This is an optimization exercise on Yosys and OpenROAD, whose aim is small area, a short achievable clock period and few clock cycles per item, not a production implementation. Function was checked by simulation only, so behaviour that the tests miss may differ from the original. Power is estimated from default activity; no workload was simulated.

==> flow/design.v <==
module ring_monitor #(
    parameter integer N    = 64,
    parameter integer IDXW = 6       
) (
    input  wire            clk,
    input  wire            rst,            
    input  wire            ev_valid,
    output wire            ev_ready,
    input  wire [3:0]      ev_code,
    input  wire            ev_party,       
    input  wire            ev_ring,        
    input  wire [7:0]      ev_index,       
    output reg             done,
    output wire            done_ok,        
    output reg  [IDXW:0]   done_count,     
    output reg             sig_rx,         
    output reg             rx_int_enable,  
    output reg             tx_kick,        
    output reg             reclaim_valid,  
    output wire [IDXW-1:0] reclaim_idx,
    output reg  [6:0]      viol,
    output reg  [15:0]     err_cnt
);
    localparam [3:0] EV_RING_ALLOC     = 4'h0;
    localparam [3:0] EV_RING_FREE      = 4'h1;
    localparam [3:0] EV_RX_HW_COMPLETE = 4'h2;
    localparam [3:0] EV_RX_ADVANCE     = 4'h3;
    localparam [3:0] EV_TX_SUBMIT      = 4'h4;
    localparam [3:0] EV_TX_HW_COMPLETE = 4'h5;
    localparam [3:0] EV_TX_DRAIN       = 4'h6;
    localparam [3:0] EV_RX_OVERRUN     = 4'h7;
    localparam [3:0] EV_TX_UNDERRUN    = 4'h8;
    localparam [3:0] EV_ACCESS         = 4'h9;
    localparam integer V_OWNERSHIP      = 0;
    localparam integer V_HW_NOT_OWNER   = 1;
    localparam integer V_SW_NOT_OWNER   = 2;
    localparam integer V_TX_UNRECLAIMED = 3;
    localparam integer V_NOT_ALLOCATED  = 4;
    localparam integer V_DOUBLE_ALLOC   = 5;
    localparam integer V_BAD_EVENT      = 6;
    localparam [IDXW-1:0] CUR0 = {IDXW{1'b1}};
    reg             v1;
    reg  [3:0]      code1;
    reg             party1;
    reg             ring1;
    reg  [IDXW-1:0] idx1;       
    reg             bad1;       
    reg             alloc;
    reg             rx_int_en;
    reg  [IDXW-1:0] rx_cur;     
    reg  [IDXW-1:0] hw_rx;
    reg             rx_wrap;    
    reg  [IDXW-1:0] tx_comp;
    reg  [IDXW-1:0] hw_tx;
    reg  [IDXW-1:0] tx_prod;
    reg             c_wrap;     
    reg             d_wrap;     
    reg             idle;       
    reg             umode;      
    reg             ufin;       
    reg             rst_q;
    assign ev_ready    = idle;
    assign done_ok     = tx_kick;
    assign reclaim_idx = tx_comp;
    wire go = v1 && idle;
    wire rx_eq   = (rx_cur == hw_rx);
    wire rx_none = rx_eq && !rx_wrap;         
    wire rx_all  = rx_eq &&  rx_wrap;         
    wire c_eq    = (tx_comp == hw_tx);
    wire d_eq    = (hw_tx == tx_prod);
    wire o_eq    = (tx_comp == tx_prod);
    wire c_none  = c_eq && !c_wrap;
    wire d_none  = d_eq && !d_wrap;
    wire d_all   = d_eq &&  d_wrap;
    wire o_full  = o_eq && !(c_none && d_none);    
    wire [IDXW-1:0] rx_cur_inc  = rx_cur + 1'b1;
    wire [IDXW-1:0] tx_comp_inc = tx_comp + 1'b1;
    wire [IDXW-1:0] ia   = ring1 ? hw_tx   : rx_cur;
    wire [IDXW-1:0] ib   = ring1 ? tx_prod : hw_rx;
    wire            iw   = ring1 ? d_wrap  : rx_wrap;
    wire            in_iv = (idx1 > ia) ^ (idx1 > ib) ^ iw;
    wire            owner = ring1 ? in_iv : !in_iv;
    wire            under1  = (code1 == EV_TX_UNDERRUN);
    wire [IDXW-1:0] s_end   = (!idle ? umode : under1) ? tx_prod : hw_tx;
    wire            s_last  = (tx_comp_inc == s_end);
    always @(posedge clk) begin
        rst_q <= rst;
        begin
            if (ev_ready) begin
                v1     <= ev_valid;
                code1  <= ev_code;
                party1 <= ev_party;
                ring1  <= ev_ring;
                idx1   <= ev_index[IDXW-1:0];
                bad1   <= (ev_index[7:IDXW] != 0);
            end
            done          <= 1'b0;
            sig_rx        <= 1'b0;
            rx_int_enable <= 1'b0;
            tx_kick       <= 1'b0;
            reclaim_valid <= 1'b0;
            if (!idle) begin
                if (ufin) begin
                    tx_comp <= CUR0;
                    hw_tx   <= CUR0;
                    tx_prod <= CUR0;
                    c_wrap  <= 1'b0;
                    d_wrap  <= 1'b0;
                    done    <= 1'b1;
                    idle    <= 1'b1;
                end else begin
                    reclaim_valid <= 1'b1;
                    tx_comp       <= tx_comp_inc;
                    done_count    <= done_count + 1'b1;
                    if (s_last) begin
                        if (umode) begin
                            ufin <= 1'b1;
                        end else begin
                            done <= 1'b1;
                            idle <= 1'b1;
                        end
                    end
                end
            end else if (go) begin
                if (code1 > EV_ACCESS) begin
                    viol[V_BAD_EVENT] <= 1'b1;
                    done <= 1'b1;
                end else if (!alloc && code1 != EV_RING_ALLOC) begin
                    viol[V_NOT_ALLOCATED] <= 1'b1;
                    done_count <= {(IDXW+1){1'b0}};
                    done <= 1'b1;
                end else begin
                    case (code1)
                    EV_RING_ALLOC: begin
                        if (alloc) begin
                            viol[V_DOUBLE_ALLOC] <= 1'b1;
                        end else begin
                            rx_cur    <= CUR0;
                            hw_rx     <= CUR0;
                            rx_wrap   <= 1'b0;
                            tx_comp   <= CUR0;
                            hw_tx     <= CUR0;
                            tx_prod   <= CUR0;
                            c_wrap    <= 1'b0;
                            d_wrap    <= 1'b0;
                            rx_int_en <= 1'b1;
                            alloc     <= 1'b1;
                        end
                        done <= 1'b1;
                    end
                    EV_RING_FREE: begin
                        alloc     <= 1'b0;
                        rx_int_en <= 1'b0;
                        done      <= 1'b1;
                    end
                    EV_RX_HW_COMPLETE: begin
                        if (!rx_all) begin
                            hw_rx   <= hw_rx + 1'b1;
                            if (&hw_rx) rx_wrap <= 1'b1;
                            if (rx_int_en) begin
                                rx_int_en <= 1'b0;
                                sig_rx    <= 1'b1;
                            end
                        end else begin
                            viol[V_HW_NOT_OWNER] <= 1'b1;
                        end
                        done <= 1'b1;
                    end
                    EV_RX_ADVANCE: begin
                        if (rx_none) begin
                            viol[V_SW_NOT_OWNER] <= 1'b1;
                        end else begin
                            rx_cur  <= rx_cur_inc;
                            if (&rx_cur) rx_wrap <= 1'b0;
                            if (rx_cur_inc == hw_rx) begin
                                rx_int_en     <= 1'b1;
                                rx_int_enable <= 1'b1;
                            end else begin
                                sig_rx <= 1'b1;
                            end
                        end
                        done <= 1'b1;
                    end
                    EV_TX_SUBMIT: begin
                        if (d_all) begin
                        end else if (o_full) begin
                            viol[V_TX_UNRECLAIMED] <= 1'b1;
                        end else begin
                            tx_prod <= tx_prod + 1'b1;
                            if (&tx_prod) d_wrap <= 1'b1;
                            tx_kick <= 1'b1;
                        end
                        done <= 1'b1;
                    end
                    EV_TX_HW_COMPLETE: begin
                        if (!d_none) begin
                            hw_tx  <= hw_tx + 1'b1;
                            if (&hw_tx) begin
                                d_wrap <= 1'b0;
                                c_wrap <= 1'b1;
                            end
                        end else begin
                            viol[V_HW_NOT_OWNER] <= 1'b1;
                        end
                        done <= 1'b1;
                    end
                    EV_TX_DRAIN: begin
                        done_count <= {{IDXW{1'b0}}, !c_none};
                        c_wrap     <= 1'b0;
                        if (c_none) begin
                            done <= 1'b1;
                        end else begin
                            reclaim_valid <= 1'b1;
                            tx_comp       <= tx_comp_inc;
                            umode         <= 1'b0;
                            ufin          <= 1'b0;
                            if (s_last) done <= 1'b1;
                            else        idle <= 1'b0;
                        end
                    end
                    EV_RX_OVERRUN: begin
                        rx_cur    <= CUR0;
                        hw_rx     <= CUR0;
                        rx_wrap   <= 1'b0;
                        rx_int_en <= 1'b1;
                        err_cnt   <= err_cnt + 16'd1;
                        done      <= 1'b1;
                    end
                    EV_TX_UNDERRUN: begin
                        err_cnt <= err_cnt + 16'd1;
                        if (o_eq && !o_full) begin
                            tx_comp <= CUR0;
                            hw_tx   <= CUR0;
                            tx_prod <= CUR0;
                            c_wrap  <= 1'b0;
                            d_wrap  <= 1'b0;
                            done    <= 1'b1;
                        end else begin
                            reclaim_valid <= 1'b1;
                            tx_comp       <= tx_comp_inc;
                            umode         <= 1'b1;
                            ufin          <= s_last;
                            idle          <= 1'b0;
                        end
                    end
                    default: begin  
                        if (bad1)
                            viol[V_BAD_EVENT] <= 1'b1;
                        else if (party1 != owner)
                            viol[V_OWNERSHIP] <= 1'b1;
                        done <= 1'b1;
                    end
                    endcase
                end
            end
        end
        if (rst_q) begin
            alloc     <= 1'b0;
            rx_int_en <= 1'b0;
            viol      <= 7'd0;
            err_cnt   <= 16'd0;
        end
        if (rst) begin
            v1            <= 1'b0;
            idle          <= 1'b1;
            done          <= 1'b0;
            sig_rx        <= 1'b0;
            rx_int_enable <= 1'b0;
            tx_kick       <= 1'b0;
            reclaim_valid <= 1'b0;
        end
    end
endmodule
==> flow/flow/run.sh <==
#!/bin/bash
# Own layout flow: the standard layout (standard.sh), with two settings added to config.mk:
#  - port buffers of a plain buffer cell (sky130_fd_sc_hd__buf_2) instead of the delay buffer
#    the resizer picks by default; every input and output port still gets its own buffer;
#  - a larger setup slack margin for repair_timing, so that it aims at a shorter period.
# The clock period, constraints, synthesis, floorplan, power grid and tap cells are unchanged.
set -euo pipefail
cat >> config.mk <<'EOC'
export BUFFER_PORTS_ARGS = -buffer_cell sky130_fd_sc_hd__buf_1
export SETUP_SLACK_MARGIN = 5.4
export CTS_ARGS = -sink_clustering_enable -repair_clock_nets -dont_use_dummy_load -buf_list sky130_fd_sc_hd__clkbuf_8
EOC
bash standard.sh > standard.log 2>&1
==> flow/standard.sh <==
#!/bin/bash
# synth_recipe.tcl (not shown) runs the flow's synth.tcl, then flattens the netlist and writes it again
# the make line also repeats each setting of config.mk as NAME=value (left out here)
make -C /OpenROAD-flow-scripts/flow DESIGN_CONFIG=/design/flow/config.mk WORK_HOME=/design/flow/orfs CLKGATE_MAP_FILE= SYNTH_SCRIPT=/design/flow/synth_recipe.tcl "${@:-finish}"
==> flow/config.mk <==
export PLATFORM = sky130hd
export DESIGN_NAME = ring_monitor
export DESIGN_NICKNAME = ring_monitor
export VERILOG_FILES = /design/flow/design.v
export SDC_FILE = /design/flow/constraint.sdc
export NUM_CORES = 4
export LEC_CHECK = 0
export ABC_AREA = 1
export CAP_MARGIN = 20
export CORE_MARGIN = 2
export CORE_UTILIZATION = 40
export PLACE_DENSITY = 0.6
export SLEW_MARGIN = 20
export BUFFER_PORTS_ARGS = -buffer_cell sky130_fd_sc_hd__buf_1
export SETUP_SLACK_MARGIN = 5.4
export CTS_ARGS = -sink_clustering_enable -repair_clock_nets -dont_use_dummy_load -buf_list sky130_fd_sc_hd__clkbuf_8
==> flow/constraint.sdc <==
create_clock -name core_clock -period 8.0 [get_ports {clk}]
set_input_delay 1.6000 -clock core_clock [delete_from_list [all_inputs] [get_ports {clk}]]
set_output_delay 1.6000 -clock core_clock [all_outputs]
set_load 0.01 [all_outputs]
==> qor.txt, run 1 <==
Routed Antenna Nets: 0
Critical path class: flop to primary output
Largest net degree at the start of global routing: 26
Routed wire length: 13,700 µm
Crit-path slowest cell: dfxtp_4
CP Launch Type: flop
Root buffer cell: clkbuf_8
Synth Flop Type: edfxtp_1
Die area: 14,300 µm²
Final critical-path setup slack: 5400 ps
Post-route setup TNS: 0 ps
Post-Synthesis Cells: 666
Sequential share of the synthesized area: 43.4%
Power Total: 801 µW
GRT Overall Usage: 19.4%
Max Fanout on Critical Path: 5
RSZ-0062 raised after global routing: true
Commonest non-fill, non-tap cell in the layout: nand2_1
TritonCTS buffer count: 9
H-tree depth: 3
Core area: 13,100 µm²
Initial antenna violation count: 0
Min-Delay Path Class: flop to flop
Setup WS pre-CTS: 5030 ps
Worst-Margin Slew: 726 ps
Outcome: timing/DRC/antenna clean
Die width: 119 µm
Syn Nets: 704
Clock tree buffer depth: 2
Required @ worst endpoint: 6400 ps
Rows: 42
First-pass GRT wire length: 21,800 µm
Slew HR: 51.6%
Area of the multi-input gates: 2660 µm²
Routed via count: 4,722
Clock Latency Late Sink: 380 ps
Syn Std Cell Area: 5330 µm²
Clk slew on worst S/H paths: 90 ps
Crit path largest cell delay: 370 ps
Worst vdd ir: 0.0640 mV
Detailed placement HPWL: 9710 µm
DIE HEIGHT: 119 µm
DRC: 0
Max cap viols: 0
Slew Viols, Final: 0
Switching share of total power: 24.1%
CTS tree: yes
Port Buffer Count: 59
Global route total overflow: 0
Net switching power: 193 µW
ANT cells: 0
Achievable Freq: 384 MHz
Top-Level Pins: 60
Final worst-path cycle share: 32.6%
Ys Warns: 1
Clock Sinks: 88
First-pass DRT Iterations: 6
R2R setup slack: 5600 ps
Sequential share of power: 61.1%
Most frequent cells in the layout: nand2_1 (144), inv_1 (81), nor2_1 (70), buf_1 (56), edfxtp_1 (55)
Worst hold margin: 463 ps
Leakage Power: 0.00261 µW
Vias in the first global route: 4,392
Routability Congestion: 0.882
Register area: 2330 µm²
Routed length per placed instance: 14.7 µm
Setup violations, final: 0
PD cells: 128 nW/µm²
Post-synth EDFFs: 55
Fillers: 1,315
Nets: 798
Cells along the critical path: buf_12 > buf_6
Clk pwr share: 31.2%
Combinational Power Share: 7.7%
Share of post-route cells with drive strength above 1: 14.0%
Worst path arrival time: 1000 ps
CP Capture Type: primary output
Register bit total from synthesis: 88
DR vias/cell: 5.06
P_int: 608 µW
Avg Inst Size Synth: 8.00 µm²
Synth-to-Final Area Change: 17.4%
Skew final: 25.3 ps
Final hold violation count: 0
Tmin final: 2600 ps
Synth cell types: 43
Initial Utilization: 40.6%
Initial DRC Count: 261
Ys async rst share: 0%
worst max-delay path, delay by kind of cell (launching register included):
family | cells | cell delay, ps
buffers and inverters | 2 | 240
flip-flops | 1 | 370
final timing paths:
| path | startpoint | to | cells past startpoint |
|---|---|---|---|
| worst min register to register | viol[0] | viol[0] | 2 |
| worst max register to register | code1[1] | err_cnt[6] | 17 |
| worst max-delay path | idle | ev_ready | 2 |
| worst min-delay path | viol[0] | viol[0] | 2 |
through the flow:
stage | std cells | utilization [%] | cell area [µm²]
6_report | 934 | 47.6 | 6260
3_3_place_gp | 887 | 43.4 | 5700
4_1_cts | 912 | 45.8 | 6020
3_5_place_dp | 887 | 43.4 | 5700
2_1_floorplan | 666 | - | 5340
5_1_grt | 934 | 47.6 | 6260
state kept, by name, indices dropped and copies added, names as in the netlist, 4 cells and up:
signal / flops
viol: 7
rx_cur: 6
done_count: 7
code1: 4
tx_prod: 6
idx1: 6
err_cnt: 16
tx_comp: 6
hw_rx: 6
hw_tx: 6
Yosys cell counts (4+ instances only):
library cell	count	area, µm²
nand2_1	145	544
edfxtp_1	55	1650
a21oi_1	40	200
nor3_1	11	55.1
buf_2	5	25.0
xor2_1	25	219
xnor2_1	10	87.6
nand4_1	7	43.8
nand2_4	4	45.0
nand2_2	6	37.5
clkbuf_1	6	22.5
dfxtp_1	33	661
ha_1	21	263
inv_1	81	304
nor4_1	9	56.3
inv_2	8	30.0
o21ai_0	36	180
nor2_4	6	67.6
o21a_1	4	30.0
nand3_1	40	200
nor2_2	8	50.1
nor2_1	73	274
layout make-up:
class                           count  share of cell area (%)
Multi-Input combinational cell    473                    42.5
Sequential cell                    88                    37.2
Timing Repair Buffer               98                    9.46
Inverter                           90                    5.40
Tap cell                          176                    3.52
Clock buffer                        9                    1.98
power by group through the flow:
| stage | Combinational [µW] | Clock (µW) | Sequential (µW) |
|---|---|---|---|
| floorplan | 39.1 | 0 | 500 |
| global placement | 50.2 | 0 | 503 |
| detailed placement | 51.1 | 0 | 503 |
| CTS | 55.8 | 255 | 491 |
| global route | 68.9 | 271 | 490 |
| finish | 61.3 | 250 | 489 |
logic make-up (layout without fill, tap and decap cells):
family | Yosys count | after routing | share of synthesized area, %
xor gates and xnor gates | 35 | 35 | 5.75
adders and majority gates | 21 | 21 | 4.93
muxes | 1 | 1 | 0.211
DFF | 88 | 88 | 43.4
and+or+nand+nor | 322 | 322 | 28.3
buffers and inverters | 105 | 197 | 7.89
AOI/OAI and AO/OA | 94 | 94 | 9.55
layer usage:
layer | track usage (%) | wire, µm | vias to the layer above
met2 | 31.1 | 6460 | 135
met5 | 0 | 0 | -
met1 | 26.4 | 6310 | 2181
met3 | 2.97 | 662 | 26
li1 | - | - | 2380
met4 | 7.65 | 288 | 0
timing repair:
| item | CTS | global route |
|---|---|---|
| gates resized for setup | 11 | 18 |
| setup buffers | 15 | 21 |
| hold endpoints to repair | 0 | 0 |
| endpoints found under the setup margin | 30 | 30 |
| cloned | 1 | 1 |
| hold buffers | 0 | 0 |
| pin swaps | 2 | 6 |
Testbench counts, summed over its fixed seeds: cycles 35,524, events 32,000.
==> inputs of run 2 (changes only) <==
--- a/flow/config.mk
+++ b/flow/config.mk
@@ -7,3 +7,2 @@
 export LEC_CHECK = 0
-export ABC_AREA = 1
 export CAP_MARGIN = 20
==> run 2 against run 1 <==
Compared with the run above:
- first-iteration DRC count decreased by 25%
- via count is 11% lower
- non-clock buffer count grew 6
- critical path depth decreased by 1
- clock power decreased by 2%
- still clean on timing, DRC and antenna
==> qor.txt, run 2 <==
Setup violations, final: 0 (unchanged)
Tmin final: 2580 ps (-28.4 ps)
Top post-synthesis cells by area: edfxtp_1 (31%), dfxtp_1 (13%), xor2_1 (8.3%), ha_1 (5.0%), nand2_1 (3.8%)
Routed via count: 4,196 (-11%)
Ys Warns: 1 (unchanged)
CTS tree: yes
Initial antenna violation count: 0 (unchanged)
Clk slew on worst S/H paths: 80 ps (about the same)
DRC: 0 (unchanged)
Buffers & Inverters on Critical Path: 1 (-1)
Worst hold margin: 455 ps (-7.91 ps)
Post-synth EDFFs: 55 (unchanged)
Min-Delay Path Class: flop to flop
Most frequent cells in the layout: buf_1 (57), edfxtp_1 (55), nand2_1 (53), xor2_1 (50), buf_4 (40)
Syn Std Cell Area: 5260 µm² (-1.3%)
DR vias/cell: 5.39 (+6.5%)
Required @ worst endpoint: 6400 ps (about the same)
Yosys top cell area share: 31.4% (+0.42 points)
Slew HR: 36.6% (-15 points)
Worst path arrival time: 980 ps (-20 ps)
First-pass GRT wire length: 20,800 µm (-4.5%)
Clock Sinks: 88 (unchanged)
Achievable Freq: 388 MHz (+1.1%)
ANT cells: 0 (unchanged)
Final critical-path setup slack: 5420 ps (+28.4 ps)
Largest net degree at the start of global routing: 27 (+3.8%)
Avg Inst Size Synth: 9.96 µm² (+24%)
CP Launch Type: flop
Skew final: 20.6 ps (-4.68 ps)
DIE HEIGHT: 119 µm (-0.65%)
Cells along the critical path: clkbuf_2
Ys async rst share: 0% (unchanged)
Leading area contributor after synthesis: edfxtp_1
Crit-path slowest cell: edfxtp_1
Sequential share of the synthesized area: 44.0% (+0.59 points)
Rows: 41 (-2.4%)
Max Fanout on Critical Path: 4 (-1)
Synth Flop Type: edfxtp_1
Port Buffer Count: 59 (unchanged)
H-tree depth: 3 (unchanged)
Routed length per placed instance: 16.5 µm (+12%)
Top reg by flops: err_cnt
Post-Synthesis Cells: 528 (-21%)
Syn Nets: 566 (-20%)
Synth-to-Final Area Change: 17.2%
RSZ-0062 raised after global routing: true
Largest regs: err_cnt x16, done_count x7, viol x7
Top-Level Pins: 60 (unchanged)
Final hold violation count: 0 (unchanged)
Most common cell in the netlist: edfxtp_1
Leakage Power: 0.00228 µW (-13%)
Placed cell area: 5570 µm² (-2.3%)
Final instance area: 6160 µm² (-1.5%)
Max cap viols: 0 (unchanged)
Commonest non-fill, non-tap cell in the layout: buf_1
Synth cell types: 63 (+47%)
Worst vdd ir: 0.108 mV (+68%)
Fin util: 48.4% (+0.83 points)
Detailed placement HPWL: 8900 µm (-8.4%)
First-pass DRT Iterations: 5 (-1)
Global route total overflow: 0 (unchanged)
Commonest cells in the synthesized netlist: edfxtp_1 (55), nand2_1 (53), xor2_1 (50)
Routability Congestion: 0.962 (+9.1%)
Register bit total from synthesis: 88 (unchanged)
Post-route setup TNS: 0 ps (unchanged)
Kind of cell adding the most delay to the critical path: flip-flops
PD cells: 129 nW/µm² (+0.99%)
Final worst-path cycle share: 32.2% (-0.36 points)
Core area: 12,700 µm² (-3.2%)
Critical path class: flop to primary output
Die area: 14,100 µm² (-1.3%)
Slew Viols, Final: 0 (unchanged)
TritonCTS buffer count: 9 (unchanged)
Number of flip-flops under the largest register name: 16 (unchanged)
Die width: 119 µm (-0.65%)
Clock tree buffer depth: 2 (unchanged)
Worst-Margin Slew: 950 ps (+224 ps)
Share of post-route cells with drive strength above 1: 13.8% (-0.15 points)
Hold_buf cts: 0 (unchanged)
Routed wire length: 12,900 µm (-6.2%)
Initial DRC Count: 195 (-25%)
Setup WS pre-CTS: 5030 ps (-4.68 ps)
CP Capture Type: primary output
Nets: 647 (-19%)
GRT Overall Usage: 18.5% (-0.91 points)
Vias in the first global route: 4,038 (-8.1%)
Routed Antenna Nets: 0 (unchanged)
Clock Latency Late Sink: 380 ps (about the same)
Outcome: timing/DRC/antenna clean
Initial Utilization: 41.3% (+0.76 points)
Root buffer cell: clkbuf_8
Crit path largest cell delay: 440 ps (+70 ps)
## run 2: changes by cell type after synthesis, sizes merged, moves of 14 or more
cell,before,now
nand3,41,27
inv,89,16
nor2,88,40
xor2,25,50
mux2i,0,14
o21ai,37,17
clkbuf,7,26
nand2,155,53
a21oi,40,13
## run 2: final timing paths
check / start / end / slack [ps] / cells after the start
max: done_count[0] / done_count[0] / 5420 / 1
min: viol[3] / viol[3] / 460 / 2
max reg2reg: tx_comp[3] / tx_prod[5] / 5520 / 8
min reg2reg: viol[3] / viol[3] / 460 / 2
## run 2: repair_timing
item	CTS	global route
setup buffers	14	28
pin swaps	2	4
endpoints found under the setup margin	53	53
resized for setup	15	10
gates cloned	2	0
## run 2: cell families after synthesis
group	Yosys count	share of synthesized area, %
adders and majority gates	21	5.00
xor gates and xnor gates	76	13.7
DFF	88	44.0
buffers and inverters	51	3.95
AOI/OAI and AO/OA	75	9.99
and+or+nand+nor	201	20.3
muxes	16	3.09
## run 2: metrics by stage
stage	power (µW)	std cells
3_3_place_gp	551	726
6_report	797	779
2_1_floorplan	537	528
3_5_place_dp	553	726
5_1_grt	829	779
4_1_cts	796	751
## run 2: layer usage
layer,GRT usage [%],routed length (µm),share of wire [%]
met4,7.29,311,2.4
met3,3.81,555,4.3
met1,25.3,6060,47
met5,0,0,0
met2,28.6,5950,46
## run 2: power breakdown
part	switching, µW	internal, µW
Clock	144	101
Combinational	32.0	27.7
Sequential	8.18	484
## run 2: cell type report
| cell class | instances | area (µm²) |
|---|---|---|
| Clock buffer | 9 | 124 |
| Fill cell | 1259 | 6560 |
| Inverter | 17 | 67.6 |
| Multi-Input combinational cell | 389 | 2790 |
| Sequential cell | 88 | 2320 |
| Tap cell | 172 | 215 |
| Timing Repair Buffer | 104 | 641 |
==> inputs of run 3 (changes only) <==
--- a/flow/config.mk
+++ b/flow/config.mk
@@ -7,2 +7,3 @@
 export LEC_CHECK = 0
+export ABC_CLOCK_PERIOD_IN_PS = 2600
 export CAP_MARGIN = 20
==> run 3 against run 2 <==
Compared with the run above:
- sequential power is essentially flat
- highest routed layer unchanged
- synthesized cell count is the same
- critical path type unchanged
- sequential share of layout area stayed put
- fmax unchanged
==> qor.txt, run 3 <==
Max cap viols: 0 (unchanged)
Post-route setup TNS: 0 ps (unchanged)
Leakage Power: 0.00228 µW (unchanged)
ANT cells: 0 (unchanged)
Cells along the critical path: clkbuf_2
Synth-to-Final Area Change: 17.2% (unchanged)
Worst path arrival time: 980 ps (about the same)
Routed Antenna Nets: 0 (unchanged)
Slew HR: 36.6% (unchanged)
Hold_buf cts: 0 (unchanged)
Kind of cell adding the most delay to the critical path: flip-flops
Skew final: 20.6 ps (unchanged)
Routed wire length: 12,900 µm (unchanged)
Top reg by flops: err_cnt
Register area: 2320 µm² (unchanged)
Synth Flop Type: edfxtp_1
Initial Utilization: 41.3% (unchanged)
Leading area contributor after synthesis: edfxtp_1
Die width: 119 µm (unchanged)
Yosys top cell area share: 31.4% (unchanged)
Sequential share of the synthesized area: 44.0% (unchanged)
Global route total overflow: 0 (unchanged)
Clock Sinks: 88 (unchanged)
Worst reg-to-reg path cell count: 8 (unchanged)
TritonCTS buffer count: 9 (unchanged)
Largest regs: err_cnt x16, done_count x7, viol x7
CP Depth: 1 (unchanged)
Min-Delay Path Class: flop to flop
Most frequent cells in the layout: buf_1 (57), edfxtp_1 (55), nand2_1 (53), xor2_1 (50), buf_4 (40)
Post-synth EDFFs: 55 (unchanged)
First-pass GRT wire length: 20,800 µm (unchanged)
Synth cell types: 63 (unchanged)
Root buffer cell: clkbuf_8
Clock tree buffer depth: 2 (unchanged)
Routed via count: 4,196 (unchanged)
Initial DRC Count: 195 (unchanged)
Final hold violation count: 0 (unchanged)
Commonest cells in the synthesized netlist: edfxtp_1 (55), nand2_1 (53), xor2_1 (50)
Final worst-path cycle share: 32.2% (unchanged)
Die area: 14,100 µm² (unchanged)
Worst Setup EP: done_count[0]
Post-Synthesis Cells: 528 (unchanged)
Final critical-path setup slack: 5420 ps (unchanged)
Syn Std Cell Area: 5260 µm² (unchanged)
H-tree depth: 3 (unchanged)
Tmin final: 2580 ps (unchanged)
Buffers & Inverters on Critical Path: 1 (unchanged)
DIE HEIGHT: 119 µm (unchanged)
Routability Congestion: 0.962 (unchanged)
Share of post-route cells with drive strength above 1: 13.8% (unchanged)
Ys Warns: 1 (unchanged)
Port Buffer Count: 59 (unchanged)
Commonest non-fill, non-tap cell in the layout: buf_1
CTS tree: yes
Top post-synthesis cells by area: edfxtp_1 (31%), dfxtp_1 (13%), xor2_1 (8.3%), ha_1 (5.0%), nand2_1 (3.8%)
Achievable Freq: 388 MHz (unchanged)
Number of flip-flops under the largest register name: 16 (unchanged)
Worst-Margin Slew: 950 ps (unchanged)
Setup WS pre-CTS: 5030 ps (unchanged)
Core area: 12,700 µm² (unchanged)
Critical path class: flop to primary output
DRC: 0 (unchanged)
Routed length per placed instance: 16.5 µm (unchanged)
Required @ worst endpoint: 6400 ps (about the same)
Crit-path slowest cell: edfxtp_1
Worst hold margin: 455 ps (unchanged)
Worst vdd ir: 0.108 mV (unchanged)
Setup violations, final: 0 (unchanged)
DR vias/cell: 5.39 (unchanged)
Syn Nets: 566 (unchanged)
PD cells: 129 nW/µm² (unchanged)
Crit path largest cell delay: 440 ps (about the same)
Nets: 647 (unchanged)
Max Fanout on Critical Path: 4 (unchanged)
Reg2reg end: tx_prod[5]
Slew Viols, Final: 0 (unchanged)
Initial antenna violation count: 0 (unchanged)
R2R setup slack: 5520 ps (about the same)
Crit. Startpoint: done_count[0]
Avg Inst Size Synth: 9.96 µm² (unchanged)
Area of the multi-input gates: 2790 µm² (unchanged)
Clock Latency Late Sink: 380 ps (about the same)
Clk slew on worst S/H paths: 80 ps (about the same)
Ys async rst share: 0% (unchanged)
Outcome: timing/DRC/antenna clean
RSZ-0062 raised after global routing: true
GRT Overall Usage: 18.5% (unchanged)
Top-Level Pins: 60 (unchanged)
Rows: 41 (unchanged)
CP Launch Type: flop
First-pass DRT Iterations: 5 (unchanged)
R2R Path Start: tx_comp[3]
Detailed placement HPWL: 8900 µm (unchanged)
CP Capture Type: primary output
Fillers: 1,259 (unchanged)
Vias in the first global route: 4,038 (unchanged)
Most common cell in the netlist: edfxtp_1
Largest net degree at the start of global routing: 27 (unchanged)
Register bit total from synthesis: 88 (unchanged)
==> run 3: through the flow <==
| stage | util (%) | power [µW] | instances | instance area, µm² |
|---|---|---|---|---|
| finish | 48.4 | 797 | 779 | 6160 |
| global route | 48.4 | 829 | 779 | 6160 |
| CTS | 46.5 | 796 | 751 | 5920 |
| detailed placement | 43.8 | 553 | 726 | 5570 |
| global placement | 43.8 | 551 | 726 | 5570 |
| floorplan | - | 537 | 528 | 5260 |
==> run 3: how the worst min path moves through the flow <==
stage / to / depth (start not counted) / startpoint
floorplan: viol[3] / 2 / viol[3]
global placement: viol[3] / 2 / viol[3]
detailed placement: viol[3] / 2 / viol[3]
CTS: viol[3] / 2 / viol[3]
global route: viol[3] / 2 / viol[3]
finish: viol[3] / 2 / viol[3]
==> run 3: layer usage <==
layer	GRT usage (%)	wire length (µm)	vias to the layer above
li1	-	-	2042
met1	25.3	6060	2027
met2	28.6	5950	107
met3	3.81	555	20
met4	7.29	311	0
met5	0	0	-
==> run 3: logic make-up after synthesis <==
family / share of synthesized area (%)
AND/OR/NAND/NOR: 20.3
flip-flops: 44.0
XOR/XNOR: 13.7
AO/OA/AOI/OAI: 9.99
buffers and inverters: 3.95
adder cells (fa/ha/maj): 5.00
multiplexers: 3.09
==> run 3: power breakdown <==
| group | internal (µW) | switching, µW |
|---|---|---|
| clock network | 101 | 144 |
| registers | 484 | 8.18 |
| logic | 27.7 | 32.0 |
==> run 3: area by class of cell <==
class	count	area share, %
Inverter	17	1.10
Sequential cell	88	37.7
Tap cell	172	3.49
Multi-Input combinational cell	389	45.3
Clock buffer	9	2.01
Timing Repair Buffer	104	10.4
==> run 3: what timing repair did <==
action,CTS,global route
pin swaps,2,4
endpoints found under the hold margin,0,0
cloned,2,0
buffers inserted,14,28
setup endpoints to repair,53,53
gates resized for setup,15,10
==> run 3: worst register-to-register path, delay by kind of cell, from the launching register on <==
family | cells | cell delay (ps)
xor gates and xnor gates | 1 | 150
AOI/OAI and AO/OA | 2 | 500
buffers and inverters | 2 | 350
DFF | 1 | 390
and+or+nand+nor | 3 | 860
==> inputs of run 4 (changes only) <==
--- a/flow/config.mk
+++ b/flow/config.mk
@@ -7,7 +7,6 @@
 export LEC_CHECK = 0
-export ABC_CLOCK_PERIOD_IN_PS = 2600
 export CAP_MARGIN = 20
 export CORE_MARGIN = 2
-export CORE_UTILIZATION = 40
-export PLACE_DENSITY = 0.6
+export CORE_UTILIZATION = 65
+export PLACE_DENSITY = 0.8
 export SLEW_MARGIN = 20
==> run 4 against run 3 <==
Compared with the run above:
- via count up 2.0%
- non-clock buffer count down 2
- critical path type is now flop to flop
- cell count down 9.2%
- worst hold slack better by 30 ps
- die area down 37%
- highest routed layer unchanged
- utilization up 28 points
- fmax down 0.87%
- combinational power down 8.2%
- sequential cell count unchanged
- first-iteration DRC count up 83%
==> qor.txt, run 4 <==
Outcome: timing/DRC/antenna clean
Clock Sinks: 88 (unchanged)
R2R Path Start: code1[2]
Critical path class: flop to flop
Initial DRC Count: 357 (+83%)
Rows: 32 (-22%)
Share of post-route cells with drive strength above 1: 13.2% (-0.62 points)
Syn Std Cell Area: 5260 µm² (unchanged)
Avg Inst Size Synth: 9.96 µm² (unchanged)
Tmin final: 2600 ps (+22.5 ps)
Leakage Power: 0.00221 µW (-2.9%)
Final hold violation count: 0 (unchanged)
Port Buffer Count: 59 (unchanged)
Worst-Margin Slew: 948 ps (-1.93 ps)
Routed length per placed instance: 17.7 µm (+7.3%)
Syn Nets: 566 (unchanged)
Yosys top cell area share: 31.4% (unchanged)
First-pass GRT wire length: 19,400 µm (-6.8%)
Wl on met1: 5450 µm (-10%)
Core area: 7770 µm² (-39%)
Number of flip-flops under the largest register name: 16 (unchanged)
Ys async rst share: 0% (unchanged)
Reg2reg end: idle
Top reg by flops: err_cnt
Routed wire length: 12,500 µm (-2.6%)
Post-Synthesis Cells: 528 (unchanged)
Most common cell in the netlist: edfxtp_1
Routed via count: 4,282 (+2.0%)
Max Fanout on Critical Path: 8 (+4)
Worst reg-to-reg path cell count: 8 (unchanged)
Setup violations, final: 0 (unchanged)
Top post-synthesis cells by area: edfxtp_1 (31%), dfxtp_1 (13%), xor2_1 (8.3%), ha_1 (5.0%), nand2_1 (3.8%)
Achievable Freq: 385 MHz (-0.87%)
Largest regs: err_cnt x16, done_count x7, viol x7
Max cap viols: 0 (unchanged)
Post-route setup TNS: 0 ps (unchanged)
ANT cells: 0 (unchanged)
Commonest cells in the synthesized netlist: edfxtp_1 (55), nand2_1 (53), xor2_1 (50)
PD cells: 132 nW/µm² (+1.9%)
Die width: 93.9 µm (-21%)
GRT Overall Usage: 28.4% (+9.9 points)
Root buffer cell: clkbuf_8
Post-synth EDFFs: 55 (unchanged)
Clk slew on worst S/H paths: 100 ps (+20 ps)
Power Total: 787 µW (-1.2%)
Synth cell types: 63 (unchanged)
Die area: 8830 µm² (-37%)
CTS tree: yes
Nets: 645 (-0.31%)
Final worst-path cycle share: 32.5% (+0.28 points)
Slew Viols, Final: 0 (unchanged)
Top-Level Pins: 60 (unchanged)
Initial Utilization: 67.7% (+26 points)
Initial antenna violation count: 0 (unchanged)
Worst path arrival time: 2830 ps (+1850 ps)
H-tree depth: 3 (unchanged)
Routed wire length on met3: 824 µm (+48%)
Worst hold start: viol[0]
DR vias/cell: 6.06 (+12%)
Synth-to-Final Area Change: 13.6%
Worst vdd ir: 0.119 mV (+10%)
R2R setup slack: 5400 ps (-120 ps)
Required @ worst endpoint: 8240 ps (+1840 ps)
Worst Setup EP: idle
Global route total overflow: 0 (unchanged)
Vias in the first global route: 3,962 (-1.9%)
Most frequent cells in the layout: buf_1 (59), edfxtp_1 (55), nand2_1 (53), xor2_1 (50), buf_4 (43)
Commonest non-fill, non-tap cell in the layout: buf_1
Routed wl met2: 5990 µm (+0.67%)
CP Launch Type: flop
Skew final: 30.9 ps (+10.3 ps)
Register bit total from synthesis: 88 (unchanged)
TritonCTS buffer count: 9 (unchanged)
Routed Antenna Nets: 0 (unchanged)
Routability Congestion: 0.945 (-1.7%)
Fillers: 550 (-56%)
Min-Delay Path Class: flop to flop
DIE HEIGHT: 93.9 µm (-21%)
Detailed placement HPWL: 8610 µm (-3.3%)
Synth Flop Type: edfxtp_1
First-pass DRT Iterations: 6 (+1)
Crit. Startpoint: code1[2]
Ys Warns: 1 (unchanged)
DRC: 0 (unchanged)
Clock Latency Late Sink: 370 ps (about the same)
Leading area contributor after synthesis: edfxtp_1
Sequential share of the synthesized area: 44.0% (unchanged)
Largest net degree at the start of global routing: 30 (+11%)
RSZ-0062 raised after global routing: true
CP Capture Type: flop
Clock tree buffer depth: 2 (unchanged)
Slew HR: 36.7% (+0.13 points)
Max Used Layer: met4
==> run 4: logic make-up (layout without fill, tap and decap cells) <==
group | after synthesis | count (layout) | share of synthesized area (%)
adder cells (fa/ha/maj) | 21 | 21 | 5.00
AO/OA/AOI/OAI | 75 | 75 | 9.99
AND/OR/NAND/NOR | 201 | 201 | 20.3
XOR/XNOR | 76 | 76 | 13.7
buffers and inverters | 51 | 128 | 3.95
multiplexers | 16 | 16 | 3.09
flip-flops | 88 | 88 | 44.0
==> run 4: worst min-delay path by stage <==
stage | end | slack, ps | cells past startpoint
2_1_floorplan | viol[3] | 470 | 2
3_3_place_gp | viol[3] | 460 | 2
3_5_place_dp | viol[3] | 470 | 2
4_1_cts | viol[3] | 490 | 2
5_1_grt | viol[3] | 500 | 2
6_report | viol[0] | 490 | 2
==> run 4: what timing repair did <==
action | in CTS | in global routing
endpoints found under the setup margin | 48 | 41
pin swaps | 2 | 4
hold buffers | 0 | 0
endpoints found under the hold margin | 0 | 0
buffers inserted | 13 | 28
resized for setup | 8 | 11
==> run 4: per-layer routing <==
metal | up-vias | track usage (%)
met2 | 188 | 45.7
met4 | 0 | 10.9
met5 | - | 0
met3 | 23 | 3.45
li1 | 2036 | -
met1 | 2035 | 39.5
==> run 4: area by class of cell <==
class | instances | area, µm² | area share, %
flip-flops and latches | 88 | 2320 | 38.8
multi-input cells | 389 | 2800 | 46.8
well taps | 102 | 128 | 2.14
repair buffers | 102 | 544 | 9.11
clock buffers | 9 | 124 | 2.07
inverters | 17 | 67.6 | 1.13
==> run 4: critical path: stages (launching register included) <==
cell and delay [ps]:
edfxtp_1 430, buf_4 190, or4b_4 550, clkinvlp_4 170, a211oi_1 110, o21a_1 250
nor4b_4 320, nand2_1 90, o311ai_1 370
==> run 4: power by group <==
group          switching, µW  internal (µW)  leakage [µW]
clock network            138            101     0.0000647
registers               8.84            485      0.000787
logic                   29.8           25.0       0.00136
==> run 4: per-stage QoR <==
| stage | std cells | utilization, % | worst slack [ps] | area (µm²) | hold WS [ps] |
|---|---|---|---|---|---|
| after detailed placement | 657 | 70.6 | 5120 | 5480 | 474 |
| after CTS | 679 | 73.9 | 5270 | 5740 | 487 |
| after global routing | 707 | 76.9 | 5340 | 5980 | 503 |
| final | 707 | 76.9 | 5400 | 5980 | 486 |
| after global placement | 657 | 70.6 | 5250 | 5480 | 460 |
| after floorplan | 528 | - | 5480 | 5260 | 470 |
==> inputs of run 5 (changes only) <==
--- a/flow/design.v
+++ b/flow/design.v
@@ -80,3 +80,3 @@
     wire            iw   = ring1 ? d_wrap  : rx_wrap;
-    wire            in_iv = (idx1 > ia) ^ (idx1 > ib) ^ iw;
+    wire            in_iv = (idx1 >= ia) ^ (idx1 >= ib) ^ iw;
     wire            owner = ring1 ? in_iv : !in_iv;
@@ -93,3 +93,3 @@
                 ring1  <= ev_ring;
-                idx1   <= ev_index[IDXW-1:0];
+                idx1   <= ev_index[IDXW-1:0] - 1'b1;
                 bad1   <= (ev_index[7:IDXW] != 0);
--- a/flow/flow/run.sh
+++ b/flow/flow/run.sh
@@ -9,4 +9,4 @@
 export BUFFER_PORTS_ARGS = -buffer_cell sky130_fd_sc_hd__buf_1
-export SETUP_SLACK_MARGIN = 5.4
-export CTS_ARGS = -sink_clustering_enable -repair_clock_nets -dont_use_dummy_load -buf_list sky130_fd_sc_hd__clkbuf_8
+export SETUP_SLACK_MARGIN = 5.3
+export CTS_ARGS = -repair_clock_nets -dont_use_dummy_load -buf_list sky130_fd_sc_hd__clkbuf_16
 EOC
==> flow/config.mk (replaced) <==
export PLATFORM = sky130hd
export DESIGN_NAME = ring_monitor
export DESIGN_NICKNAME = ring_monitor
export VERILOG_FILES = /design/flow/design.v
export SDC_FILE = /design/flow/constraint.sdc
export NUM_CORES = 4
export LEC_CHECK = 0
export CAP_MARGIN = 20
export CORE_MARGIN = 2
export CORE_UTILIZATION = 40
export PLACE_DENSITY = 0.6
export SLEW_MARGIN = 20
export BUFFER_PORTS_ARGS = -buffer_cell sky130_fd_sc_hd__buf_1
export SETUP_SLACK_MARGIN = 5.3
export CTS_ARGS = -repair_clock_nets -dont_use_dummy_load -buf_list sky130_fd_sc_hd__clkbuf_16
==> run 5 against run 4 <==
Compared with the run above:
- highest routed layer unchanged
- critical path type is now flop to primary output
- non-clock buffer count decreased by 18
- fmax down 1.8%
- wire length down 0.22%
- clock skew down 16 ps
- cell count grew 10%
- largest cell class unchanged
==> qor.txt, run 5 <==
Clk pwr share: 38.6% (+8.3 points)
Routed via count: 4,198 (-2.0%)
DR vias/cell: 5.38 (-11%)
Worst hold start: rx_int_en
Synth Flop Type: edfxtp_1
Commonest non-fill, non-tap cell in the layout: buf_1
Largest net degree at the start of global routing: 35 (+17%)
Initial Utilization: 41.5% (-26 points)
Share of post-route cells with drive strength above 1: 9.05% (-4.2 points)
Wl on met1: 5940 µm (+9.0%)
Max Used Layer: met4
Slew HR: 32.8% (-3.9 points)
Achievable Freq: 378 MHz (-1.8%)
RSZ-0062 raised after global routing: false
Syn Nets: 589 (+4.1%)
Final instance area: 6050 µm² (+1.2%)
Avg Inst Size Synth: 9.59 µm² (-3.7%)
Placed cell area: 5580 µm² (+1.7%)
Detailed placement HPWL: 9070 µm (+5.4%)
Final hold violation count: 0 (unchanged)
Max Fanout on Critical Path: 5 (-3)
H-tree depth: 3 (unchanged)
Die width: 119 µm (+26%)
DIE HEIGHT: 119 µm (+26%)
Clock tree buffer depth: 2 (unchanged)
Sequential share of power: 54.1% (-8.6 points)
Nets: 649 (+0.62%)
TritonCTS buffer count: 9 (unchanged)
Skew final: 15.3 ps (-15.5 ps)
GRT Overall Usage: 18.0% (-10 points)
Reg2reg end: tx_prod[5]
Area of the multi-input gates: 2780 µm² (-0.45%)
Vias in the first global route: 4,011 (+1.2%)
Ys async rst share: 0% (unchanged)
Top-Level Pins: 60 (unchanged)
Leakage Power: 0.00213 µW (-3.9%)
Leading area contributor after synthesis: edfxtp_1
Routed wire length: 12,500 µm (-0.22%)
Synth cell types: 58 (-7.9%)
Post-route setup TNS: 0 ps (unchanged)
Post-Synth Adder-Cell Area: 5.22% (+0.22 points)
Global route total overflow: 0 (unchanged)
Crit-path slowest cell: edfxtp_1
Port Buffer Count: 59 (unchanged)
Clock Sinks: 88 (unchanged)
Syn Std Cell Area: 5270 µm² (+0.29%)
Core area: 12,700 µm² (+64%)
Outcome: timing/DRC/antenna clean
Most common cell in the netlist: nand2_1
Worst vdd ir: 0.0893 mV (-25%)
P_int: 713 µW (+17%)
Synth Area in XOR/XNOR: 12.1% (-1.7 points)
Main combinational cell family by area after synthesis: simple AND/OR/NAND/NOR gates
Routability Congestion: 0.875 (-7.5%)
Combinational Power Share: 7.3% (+0.3 points)
DRC: 0 (unchanged)
Rows: 41 (+28%)
CP Launch Type: flop
Routed wire length on met3: 601 µm (-27%)
Post-Synthesis Cells: 550 (+4.2%)
Switching share of total power: 21.9% (-0.53 points)
CP Capture Type: primary output
Routed Antenna Nets: 0 (unchanged)
Cells along the critical path: buf_1
Min-Delay Path Class: flop to flop
First-pass DRT Iterations: 5 (-1)
Required @ worst endpoint: 6400 ps (-1840 ps)
Crit. Startpoint: tx_comp[4]
Hold Path Cell Cnt: 2 (unchanged)
Buffers & Inverters on Critical Path: 1 (-1)
Post-synth EDFFs: 55 (unchanged)
Crit path largest cell delay: 520 ps (-30 ps)
Fillers: 1,237 (+120%)
Largest regs: err_cnt x16, done_count x7, viol x7
Number of flip-flops under the largest register name: 16 (unchanged)
Worst path arrival time: 1040 ps (-1790 ps)
Max cap viols: 0 (unchanged)
Die area: 14,100 µm² (+60%)
Synth Area in Compound Gates: 10.3% (+0.30 points)
Routed length per placed instance: 16.0 µm (-9.6%)
ANT cells: 0 (unchanged)
Kind of cell adding the most delay to the critical path: flip-flops
Worst-Margin Slew: 1000 ps (+52.1 ps)
Top post-synthesis cells by area: edfxtp_1 (31%), dfxtp_1 (13%), xor2_1 (6.1%), xnor2_1 (5.5%), ha_1 (5.2%)
First-pass GRT wire length: 20,300 µm (+4.7%)
Ys Warns: 1 (unchanged)
Most frequent cells in the layout: buf_1 (59), nand2_1 (57), edfxtp_1 (55), nor2_1 (46), xor2_1 (37)
Setup violations, final: 0 (unchanged)
Post-Synth Simple-Gate Area: 20.4% (+0.16 points)
Register bit total from synthesis: 88 (unchanged)
Critical path class: flop to primary output
R2R setup slack: 5370 ps (-30 ps)
Routed wl met2: 5730 µm (-4.3%)
Initial antenna violation count: 0 (unchanged)
Hold Path End: rx_int_en
Worst hold margin: 469 ps (-16.7 ps)
Clock Latency Late Sink: 340 ps (-30 ps)
Top reg by flops: err_cnt
Synth-to-Final Area Change: 14.7%
Root buffer cell: clkbuf_16
Worst reg-to-reg path cell count: 6 (-2)
Register area: 2320 µm² (about the same)
Commonest cells in the synthesized netlist: nand2_1 (57), edfxtp_1 (55), nor2_1 (48)
Clk slew on worst S/H paths: 60 ps (-40 ps)
Tmin final: 2640 ps (+46.4 ps)
Multiplexer share of the synthesized area: 3.89% (+0.80 points)
Yosys top cell area share: 31.3% (-0.089 points)
Initial DRC Count: 229 (-36%)
Net switching power: 200 µW (+13%)
Final worst-path cycle share: 33.1% (+0.58 points)
Slew Viols, Final: 0 (unchanged)
CTS tree: yes
PD cells: 151 nW/µm² (+15%)
Hold_buf cts: 0 (unchanged)
R2R Path Start: tx_comp[0]
Sequential share of the synthesized area: 43.8% (-0.13 points)
-- run 5: cell count changes in the layout (fill, tap and decap cells not counted), sizes merged, moves of 4 or more --
cell    previous run  this run
a21oi             13        22
nand2b             4        11
xnor2             22        33
nand2             53        57
o21ai             17        21
a21boi             4         0
xor2              50        37
nor2              40        48
buf              102        83
nor3               8        15
nand3             27        18
and4               6         1
-- run 5: power groups by stage --
stage,registers [µW],logic (µW),clock network [µW]
after detailed placement,509,54.6,0
final,494,66.9,353
after CTS,497,60.3,362
after global placement,508,53.4,0
after floorplan,502,44.1,0
after global routing,495,75.6,376
-- run 5: what timing repair did --
| action | in CTS | in global routing |
|---|---|---|
| buffers inserted | 8 | 14 |
| setup endpoints to repair | 26 | 42 |
| resized for setup | 4 | 10 |
| pin swaps | 1 | 1 |
| gates cloned | 0 | 1 |
-- run 5: layout make-up --
cell class,instances,area share (%)
inverter,19,1.18
multi-input combinational,408,46.0
clock buffer,9,3.72
tap,172,3.56
sequential,88,38.3
timing repair buffer,84,7.22
-- run 5: worst max path at each step --
stage,to,depth (start not counted),slack [ps]
floorplan,tx_prod[0],9,5460
global placement,tx_comp[0],6,5240
detailed placement,tx_comp[5],6,5100
CTS,ev_ready,2,5100
global route,err_cnt[5],8,5300
finish,reclaim_idx[4],1,5360
-- run 5: layer usage --
layer | up-vias | GRT usage [%]
li1 | 2056 | -
met1 | 2009 | 24.2
met2 | 118 | 28.1
met3 | 15 | 3.83
met4 | 0 | 7.66
met5 | - | 0
-- run 5: cell families (layout without fill, tap and decap cells) --
| family | count (synthesis) | after routing |
|---|---|---|
| AND/OR/NAND/NOR | 213 | 213 |
| flip-flops | 88 | 88 |
| AO/OA/AOI/OAI | 83 | 83 |
| XOR/XNOR | 71 | 71 |
| buffers and inverters | 54 | 112 |
| adder cells (fa/ha/maj) | 22 | 22 |
| multiplexers | 19 | 19 |
-- run 5: stage by stage --
stage               instances  power, µW  util, %  setup WS, ps
floorplan                 550        546        -          5460
global placement          748        561     43.8          5240
detailed placement        748        563     43.8          5100
CTS                       765        919     46.2          5100
global route              780        946     47.5          5300
finish                    780        913     47.5          5360
Testbench counts of run 5, summed over its fixed seeds: cycles 35,524, events 32,000.
==> inputs of run 6 (changes only) <==
--- a/flow/flow/run.sh
+++ b/flow/flow/run.sh
@@ -10,3 +10,3 @@
 export SETUP_SLACK_MARGIN = 5.3
-export CTS_ARGS = -repair_clock_nets -dont_use_dummy_load -buf_list sky130_fd_sc_hd__clkbuf_16
+export CTS_ARGS = -repair_clock_nets -dont_use_dummy_load -buf_list sky130_fd_sc_hd__clkbuf_16 -sink_clustering_enable -sink_clustering_size 100 -sink_clustering_max_diameter 1000
 EOC
--- a/flow/config.mk
+++ b/flow/config.mk
@@ -14,2 +14,2 @@
 export SETUP_SLACK_MARGIN = 5.3
-export CTS_ARGS = -repair_clock_nets -dont_use_dummy_load -buf_list sky130_fd_sc_hd__clkbuf_16
+export CTS_ARGS = -repair_clock_nets -dont_use_dummy_load -buf_list sky130_fd_sc_hd__clkbuf_16 -sink_clustering_enable -sink_clustering_size 100 -sink_clustering_max_diameter 1000
==> run 6 against run 5 <==
Compared with the run above:
- combinational power about the same
- worst hold slack unchanged
- clock-buffer cell count unchanged
- fmax unchanged
- cell count unchanged
- clock skew unchanged
- cell area unchanged
- non-clock buffer count unchanged
- critical path depth unchanged
- critical path type unchanged
- largest cell class unchanged
- largest power group unchanged
==> qor.txt, run 6 <==
Outcome: timing/DRC/antenna clean
Leakage Power: 0.00213 µW (unchanged)
CTS tree: yes
Most frequent cells in the layout: buf_1 (59), nand2_1 (57), edfxtp_1 (55), nor2_1 (46), xor2_1 (37)
Detailed placement HPWL: 9070 µm (unchanged)
CP Capture Type: primary output
Top reg by flops: err_cnt
Rows: 41 (unchanged)
Global route total overflow: 0 (unchanged)
Initial Utilization: 41.5% (unchanged)
Routed wl met2: 5730 µm (unchanged)
Top post-synthesis cells by area: edfxtp_1 (31%), dfxtp_1 (13%), xor2_1 (6.1%), xnor2_1 (5.5%), ha_1 (5.2%)
Slew Viols, Final: 0 (unchanged)
GRT Overall Usage: 18.0% (unchanged)
DR vias/cell: 5.38 (unchanged)
Worst hold margin: 469 ps (unchanged)
Top-Level Pins: 60 (unchanged)
Vias in the first global route: 4,011 (unchanged)
Fillers: 1,237 (unchanged)
Port Buffer Count: 59 (unchanged)
Required @ worst endpoint: 6400 ps (about the same)
Most common cell in the netlist: nand2_1
First-pass DRT Iterations: 5 (unchanged)
Max Used Layer: met4
Sequential share of the synthesized area: 43.8% (unchanged)
Initial DRC Count: 229 (unchanged)
Synth-to-Final Area Change: 14.7% (unchanged)
Post-Synthesis Cells: 550 (unchanged)
Post-route setup TNS: 0 ps (unchanged)
Ys async rst share: 0% (unchanged)
Largest net degree at the start of global routing: 35 (unchanged)
CP Launch Type: flop
Buffers & Inverters on Critical Path: 1 (unchanged)
Routed wire length: 12,500 µm (unchanged)
P_int: 713 µW (unchanged)
Routed via count: 4,198 (unchanged)
Clock tree buffer depth: 2 (unchanged)
Register bit total from synthesis: 88 (unchanged)
Commonest cells in the synthesized netlist: nand2_1 (57), edfxtp_1 (55), nor2_1 (48)
Initial antenna violation count: 0 (unchanged)
Synth Flop Type: edfxtp_1
DRC: 0 (unchanged)
Switching share of total power: 21.9% (unchanged)
Largest regs: err_cnt x16, done_count x7, viol x7
Ys Warns: 1 (unchanged)
Share of post-route cells with drive strength above 1: 9.05% (unchanged)
Clock Latency Late Sink: 340 ps (about the same)
Max cap viols: 0 (unchanged)
Kind of cell adding the most delay to the critical path: flip-flops
Combinational Power Share: 7.3% (about the same)
Net switching power: 200 µW (unchanged)
Die area: 14,100 µm² (unchanged)
Final worst-path cycle share: 33.1% (unchanged)
Root buffer cell: clkbuf_16
First-pass GRT wire length: 20,300 µm (unchanged)
Leading area contributor after synthesis: edfxtp_1
Clk pwr share: 38.6% (about the same)
Final std cells w/o fill: 780 (unchanged)
Commonest non-fill, non-tap cell in the layout: buf_1
Routed Antenna Nets: 0 (unchanged)
Min-Delay Path Class: flop to flop
Crit path largest cell delay: 520 ps (about the same)
Final hold violation count: 0 (unchanged)
Worst vdd ir: 0.0893 mV (unchanged)
Syn Nets: 589 (unchanged)
Clk slew on worst S/H paths: 60 ps (about the same)
Number of flip-flops under the largest register name: 16 (unchanged)
Die width: 119 µm (unchanged)
Routability Congestion: 0.875 (unchanged)
Hold_buf cts: 0 (unchanged)
Routed wire length on met3: 601 µm (unchanged)
Crit-path slowest cell: edfxtp_1
Synth cell types: 58 (unchanged)
Yosys top cell area share: 31.3% (unchanged)
Fin util: 47.5% (unchanged)
PD cells: 151 nW/µm² (unchanged)
Routed length per placed instance: 16.0 µm (unchanged)
Slew HR: 32.8% (unchanged)
TritonCTS buffer count: 9 (unchanged)
RSZ-0062 raised after global routing: false
Max Fanout on Critical Path: 5 (unchanged)
Wl on met1: 5940 µm (unchanged)
DIE HEIGHT: 119 µm (unchanged)
Skew final: 15.3 ps (unchanged)
Setup violations, final: 0 (unchanged)
Sequential share of power: 54.1% (about the same)
Avg Inst Size Synth: 9.59 µm² (unchanged)
Achievable Freq: 378 MHz (unchanged)
Clock Sinks: 88 (unchanged)
Tmin final: 2640 ps (unchanged)
Cells along the critical path: buf_1
DP Cell Count: 748 (unchanged)
Nets: 649 (unchanged)
Worst path arrival time: 1040 ps (about the same)
Power Total: 913 µW (unchanged)
Syn Std Cell Area: 5270 µm² (unchanged)
ANT cells: 0 (unchanged)
Worst-Margin Slew: 1000 ps (unchanged)
Core area: 12,700 µm² (unchanged)
Post-synth EDFFs: 55 (unchanged)
Critical path class: flop to primary output
H-tree depth: 3 (unchanged)
-- run 6: cell counts in the layout (fill, tap and decap cells not counted) --
Identical to the previous run, type by type.
-- run 6: path summary, 6_finish.rpt --
kind | start | endpoint | slack, ps | cells past startpoint
setup / recovery | tx_comp[4] | reclaim_idx[4] | 5360 | 1
setup reg to reg | tx_comp[0] | tx_prod[5] | 5370 | 6
hold / removal | rx_int_en | rx_int_en | 470 | 2
hold reg to reg | rx_int_en | rx_int_en | 470 | 2
-- run 6: per-layer routing --
| metal | GRT usage, % | vias up |
|---|---|---|
| li1 | - | 2056 |
| met1 | 24.2 | 2009 |
| met2 | 28.1 | 118 |
| met3 | 3.83 | 15 |
| met4 | 7.66 | 0 |
| met5 | 0 | - |
-- run 6: cell families (layout without fill, tap and decap cells) --
group | Yosys count | count (layout) | synth area share [%]
multiplexers | 19 | 19 | 3.89
AND/OR/NAND/NOR | 213 | 213 | 20.4
AO/OA/AOI/OAI | 83 | 83 | 10.3
buffers and inverters | 54 | 112 | 4.27
flip-flops | 88 | 88 | 43.8
XOR/XNOR | 71 | 71 | 12.1
adder cells (fa/ha/maj) | 22 | 22 | 5.22
-- run 6: final cells by class --
type / instances / area, µm² / share of cell area [%]
clock buffers: 9 / 225 / 3.72
multi-input cells: 408 / 2780 / 46.0
well taps: 172 / 215 / 3.56
flip-flops and latches: 88 / 2320 / 38.3
repair buffers: 84 / 437 / 7.22
inverters: 19 / 71.3 / 1.18
-- run 6: power by group through the flow --
stage / logic (µW) / clock network (µW) / registers [µW]
detailed placement: 54.6 / 0 / 509
finish: 66.9 / 353 / 494
global route: 75.6 / 376 / 495
global placement: 53.4 / 0 / 508
floorplan: 44.1 / 0 / 502
CTS: 60.3 / 362 / 497
-- run 6: what timing repair did --
item                       4_1_cts  5_1_grt
cloned                           0        1
buffers inserted                 8       14
pin swaps                        1        1
setup endpoints to repair       26       42
gates resized for setup          4       10
-- run 6: per-stage QoR --
stage | instance area (µm²) | setup slack [ps]
2_1_floorplan | 5280 | 5460
3_3_place_gp | 5580 | 5240
3_5_place_dp | 5580 | 5100
4_1_cts | 5870 | 5100
5_1_grt | 6050 | 5300
6_report | 6050 | 5360
==> inputs of run 7 (changes only) <==
--- a/flow/flow/run.sh
+++ b/flow/flow/run.sh
@@ -8,5 +8,5 @@
 cat >> config.mk <<'EOC'
-export BUFFER_PORTS_ARGS = -buffer_cell sky130_fd_sc_hd__buf_1
+export BUFFER_PORTS_ARGS = -buffer_cell sky130_fd_sc_hd__buf_2
 export SETUP_SLACK_MARGIN = 5.3
-export CTS_ARGS = -repair_clock_nets -dont_use_dummy_load -buf_list sky130_fd_sc_hd__clkbuf_16 -sink_clustering_enable -sink_clustering_size 100 -sink_clustering_max_diameter 1000
+export CTS_ARGS = -sink_clustering_enable -repair_clock_nets -dont_use_dummy_load -buf_list sky130_fd_sc_hd__clkbuf_8 -sink_clustering_size 50 -sink_clustering_max_diameter 200
 EOC
--- a/flow/config.mk
+++ b/flow/config.mk
@@ -12,4 +12,4 @@
 export SLEW_MARGIN = 20
-export BUFFER_PORTS_ARGS = -buffer_cell sky130_fd_sc_hd__buf_1
+export BUFFER_PORTS_ARGS = -buffer_cell sky130_fd_sc_hd__buf_2
 export SETUP_SLACK_MARGIN = 5.3
-export CTS_ARGS = -repair_clock_nets -dont_use_dummy_load -buf_list sky130_fd_sc_hd__clkbuf_16 -sink_clustering_enable -sink_clustering_size 100 -sink_clustering_max_diameter 1000
+export CTS_ARGS = -sink_clustering_enable -repair_clock_nets -dont_use_dummy_load -buf_list sky130_fd_sc_hd__clkbuf_8 -sink_clustering_size 50 -sink_clustering_max_diameter 200
==> run 7 against run 6 <==
Compared with the run above:
- sequential power about the same
- area after synthesis unchanged
- via count increased by 1.4%
- combinational power up 4.2%
- clock power is 31% lower
- worst hold slack improved by 3.2 ps
- largest cell class unchanged
==> qor.txt, run 7 <==
Largest net degree at the start of global routing: 35 (unchanged)
Required @ worst endpoint: 6400 ps (about the same)
Initial DRC Count: 238 (+3.9%)
Crit path largest cell delay: 490 ps (-30 ps)
Routability Congestion: 0.875 (about the same)
R2R setup slack: 5430 ps (+60 ps)
Reg2reg end: tx_prod[5]
RSZ-0062 raised after global routing: false
H-tree depth: 3 (unchanged)
Worst hold margin: 472 ps (+3.21 ps)
Sequential share of the synthesized area: 43.8% (unchanged)
Final std cells w/o fill: 788 (+1.0%)
Post-synth EDFFs: 55 (unchanged)
Final worst-path cycle share: 33.2% (+0.12 points)
CP Capture Type: primary output
First-pass GRT wire length: 20,800 µm (+2.8%)
Worst hold start: rx_int_en
Rows: 41 (unchanged)
Kind of cell adding the most delay to the critical path: flip-flops
Achievable Freq: 377 MHz (-0.36%)
DRC: 0 (unchanged)
Clock Latency Late Sink: 380 ps (+40 ps)
Min-Delay Path Class: flop to flop
Tmin final: 2650 ps (+9.58 ps)
Routed length per placed instance: 16.5 µm (+2.7%)
Clock Sinks: 88 (unchanged)
Number of flip-flops under the largest register name: 16 (unchanged)
Commonest cells in the synthesized netlist: nand2_1 (57), edfxtp_1 (55), nor2_1 (48)
Clock tree buffer depth: 2 (unchanged)
Syn Std Cell Area: 5270 µm² (unchanged)
Critical path class: flop to primary output
Buffers & Inverters on Critical Path: 1 (unchanged)
Routed wire length: 13,000 µm (+3.8%)
Cells along the critical path: buf_2
Final hold violation count: 0 (unchanged)
Syn Nets: 589 (unchanged)
Worst path arrival time: 1050 ps (about the same)
Yosys top cell area share: 31.3% (unchanged)
Port Buffer Count: 59 (unchanged)
Outcome: timing/DRC/antenna clean
Register bit total from synthesis: 88 (unchanged)
Initial Utilization: 41.5% (unchanged)
CP Launch Type: flop
Top reg by flops: err_cnt
Most common cell in the netlist: nand2_1
Leading area contributor after synthesis: edfxtp_1
ANT cells: 0 (unchanged)
Ys async rst share: 0% (unchanged)
DIE HEIGHT: 119 µm (unchanged)
Largest regs: err_cnt x16, done_count x7, viol x7
Core area: 12,700 µm² (unchanged)
Synth cell types: 58 (unchanged)
Post-Synthesis Cells: 550 (unchanged)
Hold_buf cts: 0 (unchanged)
Hold Path Cell Cnt: 2 (unchanged)
GRT Overall Usage: 18.7% (+0.66 points)
Initial antenna violation count: 0 (unchanged)
Clk slew on worst S/H paths: 90 ps (+30 ps)
Commonest non-fill, non-tap cell in the layout: buf_2
CTS tree: yes
Hold Path End: rx_int_en
Synth-to-Final Area Change: 15.3%
Leakage Power: 0.00233 µW (+9.5%)
Ys Warns: 1 (unchanged)
Crit-path slowest cell: edfxtp_1
Slew Viols, Final: 0 (unchanged)
Root buffer cell: clkbuf_8
Vias in the first global route: 4,070 (+1.5%)
Most frequent cells in the layout: buf_2 (60), nand2_1 (57), edfxtp_1 (55), nor2_1 (46), xor2_1 (37)
PD cells: 133 nW/µm² (-12%)
R2R Path Start: hw_tx[5]
Post-route setup TNS: 0 ps (unchanged)
Worst-Margin Slew: 1020 ps (+19.2 ps)
DR vias/cell: 5.40 (+0.33%)
Top post-synthesis cells by area: edfxtp_1 (31%), dfxtp_1 (13%), xor2_1 (6.1%), xnor2_1 (5.5%), ha_1 (5.2%)
Worst reg-to-reg path cell count: 6 (unchanged)
TritonCTS buffer count: 9 (unchanged)
Routed Antenna Nets: 0 (unchanged)
Die width: 119 µm (unchanged)
Top-Level Pins: 60 (unchanged)
Global route total overflow: 0 (unchanged)
Avg Inst Size Synth: 9.59 µm² (unchanged)
Setup violations, final: 0 (unchanged)
Routed via count: 4,255 (+1.4%)
Nets: 657 (+1.2%)
Max Fanout on Critical Path: 4 (-1)
Slew HR: 31.5% (-1.3 points)
First-pass DRT Iterations: 6 (+1)
Fillers: 1,278 (+3.3%)
Detailed placement HPWL: 9160 µm (+0.99%)
Skew final: 22.5 ps (+7.22 ps)
DP Cell Count: 748 (unchanged)
Synth Flop Type: edfxtp_1
Max cap viols: 0 (unchanged)
Share of post-route cells with drive strength above 1: 19.8% (+11 points)
Die area: 14,100 µm² (unchanged)
Worst vdd ir: 0.0703 mV (-21%)
run 7: cell types whose count changed in the layout (fill, tap and decap cells not counted), sizes merged:
cell	before	now
clkbuf	10	11
buf	83	90
run 7: final cells by class:
class,instances,area [µm²],area share (%)
clock buffers,9,124,2.04
inverters,19,71.3,1.17
multi-input cells,408,2790,45.8
flip-flops and latches,88,2320,38.1
well taps,172,215,3.54
repair buffers,92,568,9.34
run 7: cell families after synthesis:
family | count (synthesis) | share of synthesized area, %
compound gates | 83 | 10.3
xor+xnor | 71 | 12.1
fa+ha+maj | 22 | 5.22
buf+inv | 54 | 4.27
flops | 88 | 43.8
mux | 19 | 3.89
simple gates | 213 | 20.4
run 7: where the power goes:
| group | internal [µW] | switching, µW | leakage, µW |
|---|---|---|---|
| logic | 30.0 | 39.7 | 0.00148 |
| registers | 486 | 6.79 | 0.000787 |
| clock network | 101 | 144 | 0.0000647 |
run 7: worst max-delay path by stage:
stage | from | end | cells past startpoint
2_1_floorplan | code1[3] | tx_prod[0] | 9
3_3_place_gp | code1[1] | err_cnt[11] | 7
3_5_place_dp | code1[2] | tx_comp[5] | 6
4_1_cts | idle | ev_ready | 2
5_1_grt | hw_tx[4] | tx_prod[5] | 6
6_report | tx_comp[0] | reclaim_idx[0] | 1
run 7: what timing repair did:
action | CTS | global route
resized for setup | 6 | 8
endpoints found under the hold margin | 0 | 0
setup buffers | 13 | 17
pin swaps | 1 | 2
cloned | 0 | 1
endpoints found under the setup margin | 39 | 35
run 7: routing by layer:
| layer | track usage [%] | vias to the layer above | wire (µm) |
|---|---|---|---|
| met4 | 6.99 | 0 | 224 |
| met5 | 0 | - | 0 |
| met2 | 28.2 | 117 | 5900 |
| met1 | 26.3 | 2054 | 6240 |
| met3 | 3.98 | 19 | 623 |
| li1 | - | 2065 | - |
run 7: per-stage QoR:
step	setup WS (ps)	area [µm²]	power, µW	utilization, %
final	5350	6080	808	47.8
after global routing	5300	6080	839	47.8
after CTS	5070	5890	810	46.3
after detailed placement	5090	5650	564	44.4
after global placement	5240	5650	563	44.4
after floorplan	5460	5280	546	-

==> separate check: timing with driven ports <==
The results above use ideal ports. As a check the final layouts listed here were re-extracted and re-timed, cells and wires unchanged. Step 1 (the two cells are an assumption about what drives the block):
set clk [get_ports {clk}]
set_driving_cell -lib_cell sky130_fd_sc_hd__clkbuf_16 $clk
set_driving_cell -lib_cell sky130_fd_sc_hd__buf_2 [delete_from_list [all_inputs] $clk]
Step 2, shift: input delay + t, output delay - t, t = (earliest + latest rising clock arrival at the registers) / 2. This alone moves slack from input paths to output paths. Three values: ideal ports, drivers, drivers and shift; two values: the first two.
run | t, ns | setup slack, ns | clock arrival spread, ns | worst register clock-pin slew, ns | worst data-port slew with drivers (ns)
run 1 | 0.404 | 5.396 / 5.360 / 5.517 | 0.025 / 0.025 | 0.09 / 0.09 | 0.04
run 2 | 0.402 | 5.424 / 5.388 / 5.316 | 0.020 / 0.020 | 0.08 / 0.08 | 0.03
run 3 | 0.402 | 5.424 / 5.388 / 5.316 | 0.020 / 0.020 | 0.08 / 0.08 | 0.03
run 4 | 0.390 | 5.402 / 5.387 / 5.367 | 0.031 / 0.030 | 0.10 / 0.10 | 0.03
run 5 | 0.381 | 5.355 / 5.311 / 5.373 | 0.020 / 0.020 | 0.07 / 0.07 | 0.03
run 6 | 0.381 | 5.355 / 5.311 / 5.373 | 0.020 / 0.020 | 0.07 / 0.07 | 0.03
run 7 | 0.404 | 5.346 / 5.309 / 5.371 | 0.023 / 0.023 | 0.09 / 0.09 | 0.03
After both steps every run listed still meets setup and hold.
